What follows belongs to an exercise in optimizing a design on an open flow for small area; a production flow would make more cautious choices.
Function was checked by simulation only, so behaviour that the tests miss may differ from the original.
No activity file was given, so power comes from the tool's default toggle rates.

== v29 ==
Design audio_sequencer_timing_fsm, start of the top module:
module audio_sequencer_timing_fsm (
    input  wire        clk,
    input  wire        rst,             
    input  wire [11:0] spt_i,
    input  wire [4:0]  loop_bars_i,
    input  wire [35:0] pan_i,
    input  wire [47:0] vol_i,
    input  wire [17:0] smp_i,
    input  wire [95:0] len_i,
    input  wire        start_i,
    input  wire        complete_i,
    output wire        stream_start_o,
    output wire [1:0]  stream_slot_o,
    output wire        ring_we_o,
    output wire [1:0]  ring_slot_o,
    output wire [4:0]  ring_frame_o,
    output wire [31:0] ring_wdata_o,
    output wire        song_re_o,
    output wire [3:0]  song_b_o,
    input  wire [2:0]  song_d_i,
    output wire        pat_re_o,
    output wire [2:0]  pat_p_o,
    output wire [2:0]  pat_v_o,
    output wire [6:0]  pat_t_o,
    input  wire [7:0]  pat_d_i,
    output wire        samp_re_o,
    output wire [2:0]  samp_k_o,
    output wire [11:0] samp_i_o,
    input  wire [15:0] samp_d_i
);
Size in the first run: roughly 990 cells after synthesis, ~320 I/O pins.
==> flow/config.mk <==
export PLATFORM = sky130hd
export DESIGN_NAME = audio_sequencer_timing_fsm
export DESIGN_NICKNAME = audio_sequencer_timing_fsm
export VERILOG_FILES = /design/flow/design.v
export SDC_FILE = /design/flow/constraint.sdc
export NUM_CORES = 4
export LEC_CHECK = 0
export CAP_MARGIN = 0
export CORE_MARGIN = 2
export CORE_UTILIZATION = 40
export CTS_BUF_LIST = sky130_fd_sc_hd__clkbuf_8
export CTS_CLUSTER_DIAMETER = 30
export CTS_CLUSTER_SIZE = 10
export PLACE_DENSITY = 0.6
export SLEW_MARGIN = 0
==> flow/constraint.sdc <==
create_clock -name core_clock -period 14.0 [get_ports {clk}]
set_input_delay 2.8000 -clock core_clock [delete_from_list [all_inputs] [get_ports {clk}]]
set_output_delay 2.8000 -clock core_clock [all_outputs]
set_load 0.01 [all_outputs]
standard.sh (not shown) runs the stock make flow with config.mk's settings and CLKGATE_MAP_FILE= SYNTH_SCRIPT=/design/flow/synth_recipe.tcl, a recipe that flattens the netlist after the stock synthesis.
==> flow/flow/run.sh <==
#!/bin/bash
# Standard ORFS layout with two changes:
#  - synthesis maps the logic with an area-oriented ABC script (abc_area.script);
#    everything else in synthesis (registers, flattening, renaming) is the standard flow's own
#  - every port gets the smallest buffer (buf_1)
set -euo pipefail
here=$(pwd)
sed 's|^source \$::env(SCRIPTS_DIR)/synth_preamble.tcl|&\nset abc_args [lreplace $abc_args 1 1 '"$here"'/flow/abc_area.script]|' \
    "$FLOW_HOME/scripts/synth.tcl" > my_synth.tcl
sed "s|source \$::env(SCRIPTS_DIR)/synth.tcl|source $here/my_synth.tcl|" synth_recipe.tcl > my_synth_recipe.tcl
sed "s|SYNTH_SCRIPT=[^ ]*|SYNTH_SCRIPT=$here/my_synth_recipe.tcl|" standard.sh > my_standard.sh
export BUFFER_PORTS_ARGS="-buffer_cell sky130_fd_sc_hd__buf_1"
bash my_standard.sh > standard.log 2>&1
==> flow/flow/abc_area.script <==
&get -n
&st
&dch -x
&nf -R 1000 -p -F 10 -C 32 -E 50
&put
topo
v29 ran to completion and came out clean on the timing, design-rule and antenna checks.
Inputs modified between v29 and v54:
--- a/flow/config.mk
+++ b/flow/config.mk
@@ -8,8 +8,8 @@
 export CAP_MARGIN = 0
 export CORE_MARGIN = 2
-export CORE_UTILIZATION = 40
+export CORE_UTILIZATION = 60
 export CTS_BUF_LIST = sky130_fd_sc_hd__clkbuf_8
 export CTS_CLUSTER_DIAMETER = 30
 export CTS_CLUSTER_SIZE = 10
-export PLACE_DENSITY = 0.6
+export PLACE_DENSITY = 0.75
 export SLEW_MARGIN = 0
==> run summary <==
v54 vs. v29: maximum ir drop on the vdd rail now larger; net count reported at finish fell 9. v54 against v29: via count rose by about 0.6%; detailed-route wire length per cell rose by about 2.6%; final worst setup slack fell by 0.022 ns. Relative to v29, v54 improves post-layout total power. Compared with v29, v54 instantiates a smaller number of standard cells. The core of v54 is more densely filled than that of v29. Compared with v29, in v54 total non-filler cell area in the finished layout dropped 280 µm², area added between synthesis and finish dropped 2.7 points.
Inputs modified between v54 and v39:
==> flow/flow/abc_area.script <==
&get -n
&st
&dch -x
&nf -R 1000 -p -F 10 -C 32
&put
topo
--- a/flow/config.mk
+++ b/flow/config.mk
@@ -8,8 +8,8 @@
 export CAP_MARGIN = 0
 export CORE_MARGIN = 2
-export CORE_UTILIZATION = 60
+export CORE_UTILIZATION = 40
 export CTS_BUF_LIST = sky130_fd_sc_hd__clkbuf_8
 export CTS_CLUSTER_DIAMETER = 30
 export CTS_CLUSTER_SIZE = 10
-export PLACE_DENSITY = 0.75
+export PLACE_DENSITY = 0.6
 export SLEW_MARGIN = 0
==> run summary <==
- Compared with v54, final cell count without fillers in v39 increased by more than 10%.
- v39: area of the placeable core is about 50% higher than what v54 reported.
- Going from v54 to v39, share of the final layout cell area in sequential cells saw a decrease; compound-gate portion of the synthesized area saw a decrease.

* * *

audio_sequencer_timing_fsm, a different RTL version from the one above (not shown whole).
Size: ~960 cells after synthesis, about 190 flip-flops, roughly 320 I/O pins, about 0.010 mm2 of cells after synthesis.
==> flow/design.v (excerpt) <==
module audio_sequencer_timing_fsm (
    input  wire        clk,
    input  wire        rst,             
    input  wire [11:0] spt_i,
    input  wire [4:0]  loop_bars_i,
    input  wire [35:0] pan_i,
    input  wire [47:0] vol_i,
    input  wire [17:0] smp_i,
    input  wire [95:0] len_i,
    input  wire        start_i,
    input  wire        complete_i,
    output wire        stream_start_o,
    output wire [1:0]  stream_slot_o,
    output wire        ring_we_o,
    output wire [1:0]  ring_slot_o,
    output wire [4:0]  ring_frame_o,
    output wire [31:0] ring_wdata_o,
    output wire        song_re_o,
    output wire [3:0]  song_b_o,
    input  wire [2:0]  song_d_i,
    output wire        pat_re_o,
    output wire [2:0]  pat_p_o,
    output wire [2:0]  pat_v_o,
    output wire [6:0]  pat_t_o,
    input  wire [7:0]  pat_d_i,
    output wire        samp_re_o,
    output wire [2:0]  samp_k_o,
    output wire [11:0] samp_i_o,
    input  wire [15:0] samp_d_i
);
    localparam [3:0] R_WRITE = 4'd8,
                     R_WAIT  = 4'd9,
                     R_BOOT  = 4'd11;    
    reg  [5:0] hv;        
    reg  [3:0] rc;        
    wire h5      = hv[5];
    wire idle    = rc[3];
    wire boot    = rc[3] & rc[1];
    wire may_fill;
    wire [3:0] rc_inc;
    rinc #(.W(4)) u_rinc (.a(rc), .ci(1'b1), .s(rc_inc));
    always @(posedge clk) begin
        if (rst) begin
            hv   <= 6'b000001;
            rc   <= R_BOOT;
        end else begin
            hv <= {hv[4:0], hv[5]};
            if (h5) begin
                if (idle)
                    rc <= may_fill ? 4'd0 : R_WAIT;
                else
                    rc <= rc_inc;
            end
        end
    end
    wire rc0     = (rc == 4'd0);
    wire wr      = rc[3] & ~rc[1] & ~rc[0] & hv[1];
    wire advance = rc0 && h5;
    ring_ctrl u_ring (
        .clk            (clk),
        .rst            (rst),
  ...
==> flow/config.mk <==
export PLATFORM = sky130hd
export DESIGN_NAME = audio_sequencer_timing_fsm
export DESIGN_NICKNAME = audio_sequencer_timing_fsm
export VERILOG_FILES = /design/flow/design.v
export SDC_FILE = /design/flow/constraint.sdc
export NUM_CORES = 4
export LEC_CHECK = 0
export CAP_MARGIN = 0
export CORE_MARGIN = 2
export CORE_UTILIZATION = 70
export CTS_BUF_LIST = sky130_fd_sc_hd__clkbuf_8
export CTS_CLUSTER_DIAMETER = 30
export CTS_CLUSTER_SIZE = 10
export PLACE_DENSITY = 0.85
export SLEW_MARGIN = 0
==> flow/constraint.sdc <==
create_clock -name core_clock -period 14.0 [get_ports {clk}]
set_input_delay 2.8000 -clock core_clock [delete_from_list [all_inputs] [get_ports {clk}]]
set_output_delay 2.8000 -clock core_clock [all_outputs]
set_load 0.01 [all_outputs]
==> flow/flow/run.sh <==
#!/bin/bash
# Standard ORFS layout with two changes:
#  - synthesis maps the logic with an area-oriented ABC script (abc_area.script);
#    everything else in synthesis (registers, flattening, renaming) is the standard flow's own
#  - every port gets the smallest buffer (buf_1)
#  - clock tree synthesis adds no dummy loads (same arguments as ORFS's cts.tcl
#    builds from config.mk, plus -dont_use_dummy_load)
set -euo pipefail
here=$(pwd)
sed 's|^source \$::env(SCRIPTS_DIR)/synth_preamble.tcl|&\nset abc_args [lreplace $abc_args 1 1 '"$here"'/flow/abc_area.script]|' \
    "$FLOW_HOME/scripts/synth.tcl" > my_synth.tcl
sed "s|source \$::env(SCRIPTS_DIR)/synth.tcl|source $here/my_synth.tcl|" synth_recipe.tcl > my_synth_recipe.tcl
sed "s|SYNTH_SCRIPT=[^ ]*|SYNTH_SCRIPT=$here/my_synth_recipe.tcl|" standard.sh > my_standard.sh
export BUFFER_PORTS_ARGS="-buffer_cell sky130_fd_sc_hd__buf_1"
export CTS_ARGS="-sink_clustering_enable -repair_clock_nets -sink_clustering_size 10 -sink_clustering_max_diameter 30 -buf_list sky130_fd_sc_hd__clkbuf_8 -dont_use_dummy_load"
bash my_standard.sh > standard.log 2>&1
==> flow/flow/abc_area.script <==
&get -n
&st
&dch -x
&nf -R 1000 -p -F 10 -C 32 -E 50
&put
topo
==> next run, changes <==
--- a/flow/flow/run.sh
+++ b/flow/flow/run.sh
@@ -6,2 +5,0 @@
-#  - clock tree synthesis adds no dummy loads (same arguments as ORFS's cts.tcl
-#    builds from config.mk, plus -dont_use_dummy_load)
@@ -15 +12,0 @@
-export CTS_ARGS="-sink_clustering_enable -repair_clock_nets -sink_clustering_size 10 -sink_clustering_max_diameter 30 -buf_list sky130_fd_sc_hd__clkbuf_8 -dont_use_dummy_load"
Effect:
- routed wire length grows by 0.54%
- fmax hardly moves
- cell count rises by 1.0%
- die area does not change
- power rises by 3.7%
- first-iteration DRC count goes up by 8.3%
- sequential power stays flat
- synthesized area stays the same
- flip-flop and latch count is unchanged
- final area came out higher by 1.4%

* * *

## lane 1
audio_sequencer_timing_fsm, a different RTL version from the one above (not shown whole).
For scale: ~190 flip-flops, about 320 I/O pins, about 0.010 sq mm of cells after synthesis.
==> flow/config.mk <==
export PLATFORM = sky130hd
export DESIGN_NAME = audio_sequencer_timing_fsm
export DESIGN_NICKNAME = audio_sequencer_timing_fsm
export VERILOG_FILES = /design/flow/design.v
export SDC_FILE = /design/flow/constraint.sdc
export NUM_CORES = 4
export LEC_CHECK = 0
export CAP_MARGIN = 0
export CORE_MARGIN = 2
export CORE_UTILIZATION = 70
export CTS_BUF_LIST = sky130_fd_sc_hd__clkbuf_8
export CTS_CLUSTER_DIAMETER = 30
export CTS_CLUSTER_SIZE = 10
export PLACE_DENSITY = 0.85
export SLEW_MARGIN = 0
==> flow/constraint.sdc <==
create_clock -name core_clock -period 14.0 [get_ports {clk}]
set_input_delay 2.8000 -clock core_clock [delete_from_list [all_inputs] [get_ports {clk}]]
set_output_delay 2.8000 -clock core_clock [all_outputs]
set_load 0.01 [all_outputs]
==> flow/flow/run.sh <==
#!/bin/bash
# Standard ORFS layout with three changes:
#  - synthesis maps the logic with an area-oriented ABC script (abc_area.script);
#    everything else in synthesis (registers, flattening, renaming) is the standard flow's own
#  - every port gets the smallest buffer (buf_1)
#  - clock tree synthesis adds no dummy loads (same arguments as ORFS's cts.tcl
#    builds from config.mk, plus -dont_use_dummy_load)
set -euo pipefail
here=$(pwd)
sed 's|^source \$::env(SCRIPTS_DIR)/synth_preamble.tcl|&\nset abc_args [lreplace $abc_args 1 1 '"$here"'/flow/abc_area.script]|' \
    "$FLOW_HOME/scripts/synth.tcl" > my_synth.tcl
sed "s|source \$::env(SCRIPTS_DIR)/synth.tcl|source $here/my_synth.tcl|" synth_recipe.tcl > my_synth_recipe.tcl
sed "s|SYNTH_SCRIPT=[^ ]*|SYNTH_SCRIPT=$here/my_synth_recipe.tcl|" standard.sh > my_standard.sh
export BUFFER_PORTS_ARGS="-buffer_cell sky130_fd_sc_hd__buf_1"
export CTS_ARGS="-sink_clustering_enable -repair_clock_nets -sink_clustering_size 20 -sink_clustering_max_diameter 50 -buf_list sky130_fd_sc_hd__clkbuf_16 -dont_use_dummy_load"
bash my_standard.sh > standard.log 2>&1
Scripts as last shown in full above: flow/flow/abc_area.script
Here is what was changed in the inputs of lane 2 compared with lane 1.
diff --git a/flow/flow/run.sh b/flow/flow/run.sh
--- a/flow/flow/run.sh
+++ b/flow/flow/run.sh
@@ -14,3 +14,3 @@
 export BUFFER_PORTS_ARGS="-buffer_cell sky130_fd_sc_hd__buf_1"
-export CTS_ARGS="-sink_clustering_enable -repair_clock_nets -sink_clustering_size 20 -sink_clustering_max_diameter 50 -buf_list sky130_fd_sc_hd__clkbuf_16 -dont_use_dummy_load"
+export CTS_ARGS="-sink_clustering_enable -repair_clock_nets -sink_clustering_size 10 -sink_clustering_max_diameter 30 -buf_list sky130_fd_sc_hd__clkbuf_8 -dont_use_dummy_load"
 bash my_standard.sh > standard.log 2>&1
--- outcome ---
Looking at the reports, lane 2 completed the entire flow and the layout it produced met the timing, design-rule and antenna checks. On minimum clock period after layout, the lower figure sits with lane 2, not lane 1. Clock power in lane 2 vs lane 1: down 31%. Compared with lane 1, the detailed router inserted more vias in lane 2. Compared with lane 1, placement density in the core of lane 2 is lower. In lane 2, total of fill cells in the finished design is higher than in lane 1. Going from lane 1 to lane 2, layout-stage area growth over the synthesis result moved down, fraction of power consumed by the clock network moved down, clock skew moved up, wire length reported by the detailed router moved down.

* * *

## try-onyx
audio_sequencer_timing_fsm with an RTL version that a note above also has.
Size in the first run: ~990 cells after synthesis, about 190 flip-flops, about 0.010 mm2 of cells after synthesis.
clock: 14.0 ns
lec_check: 0
cap_margin: 0
core_margin: 2
core_utilization: 50
cts_buf_list: sky130_fd_sc_hd__clkbuf_8
cts_cluster_diameter: 30
cts_cluster_size: 10
place_density: 0.7
slew_margin: 0
==> flow/flow/run.sh <==
#!/bin/bash
# Standard ORFS layout with two changes:
#  - synthesis maps the logic with an area-oriented ABC script (abc_area.script);
#    everything else in synthesis (registers, flattening, renaming) is the standard flow's own
#  - every port gets the smallest buffer (buf_1)
set -euo pipefail
here=$(pwd)
sed 's|^source \$::env(SCRIPTS_DIR)/synth_preamble.tcl|&\nset abc_args [lreplace $abc_args 1 1 '"$here"'/flow/abc_area.script]|' \
    "$FLOW_HOME/scripts/synth.tcl" > my_synth.tcl
sed "s|source \$::env(SCRIPTS_DIR)/synth.tcl|source $here/my_synth.tcl|" synth_recipe.tcl > my_synth_recipe.tcl
sed "s|SYNTH_SCRIPT=[^ ]*|SYNTH_SCRIPT=$here/my_synth_recipe.tcl|" standard.sh > my_standard.sh
export BUFFER_PORTS_ARGS="-buffer_cell sky130_fd_sc_hd__buf_1"
bash my_standard.sh > standard.log 2>&1
Scripts as last shown in full above: flow/flow/abc_area.script
Modified inputs, try-quartz compared to try-onyx
Settings: PLACE_DENSITY changed from 0.7 to 0.85; CORE_UTILIZATION changed from 50 to 70.
### Flow results
- Between try-onyx and try-quartz, post-route cell area is lower for try-quartz, try-onyx comes in above that.
- try-quartz against try-onyx: power moved up, tightest hold margin now sits at about the same level, internal power increased about 0.44%, final core area utilization higher.
- try-quartz vs try-onyx, global-route usage over all layers went up by 8.3 points.
- From try-onyx to try-quartz the numbers moved as follows: delay of the slowest critical-path stage has decreased; starting density of the core has increased; critical path depth has decreased.
Modified inputs, try-tundra compared to try-quartz
Settings: CORE_UTILIZATION changed from 70 to 40; CAP_MARGIN changed from 0 to 20; SLEW_MARGIN changed from 0 to 20; PLACE_DENSITY changed from 0.85 to 0.6.
==> flow/flow/abc_area.script <==
&get -n
&st
&dch -x
&nf -R 1000 -p -F 10 -C 32
&put
topo
Results
try-tundra: full flow OK, the timing, design-rule and antenna checks passed. try-quartz was carried through to the last stage, and its layout satisfied the timing, design-rule and antenna checks. Via count across try-quartz and try-tundra: no real change. In try-tundra, initial cell density of the core is lower than in try-quartz. Measured against try-quartz, the overall die area of try-tundra comes out at 1.7 times the reference value.

port drivers added, routing unchanged:
The flow's constraints put no driver on any port. The routed layouts listed below were extracted and timed again, unchanged, in two steps. Step 1 sets driving cells, clkbuf_16 on the clock port and buf_2 on the other inputs (assumed; they add their load-dependent delay and slew). Step 2 moves the port delays by t, midway between the first and last clock arrival at a register: inputs arrive t later, outputs are due t later. That takes back most of the time a late clock gives input paths. Slacks: ideal / step 1 / step 2; pairs: ideal / step 1.
run	shift t [ns]	setup WS [ns]	hold WS [ns]
v29	0.494	2.264 / 2.289 / 1.794	0.329 / 0.329 / 0.329
v54	0.511	2.241 / 2.265 / 1.754	0.331 / 0.331 / 0.331
v39	0.496	2.823 / 2.842 / 2.346	0.331 / 0.331 / 0.331
the first run of note 2	0.487	2.339 / 2.355 / 1.868	0.310 / 0.310 / 0.310
the second run of note 2	0.510	2.352 / 2.368 / 1.859	0.328 / 0.328 / 0.328
lane 1	0.472	2.455 / 2.479 / 2.007	0.320 / 0.320 / 0.320
lane 2	0.489	2.474 / 2.491 / 2.002	0.311 / 0.311 / 0.311
try-onyx	0.512	2.034 / 2.058 / 1.547	0.328 / 0.328 / 0.328
try-quartz	0.511	2.147 / 2.163 / 1.652	0.330 / 0.330 / 0.330
try-tundra	0.496	2.823 / 2.842 / 2.346	0.331 / 0.331 / 0.331
After both steps every run listed still meets setup and hold. The setup slack of try-quartz, which loses most, moves by +0.016 ns with the drivers and by -0.495 ns with both steps.
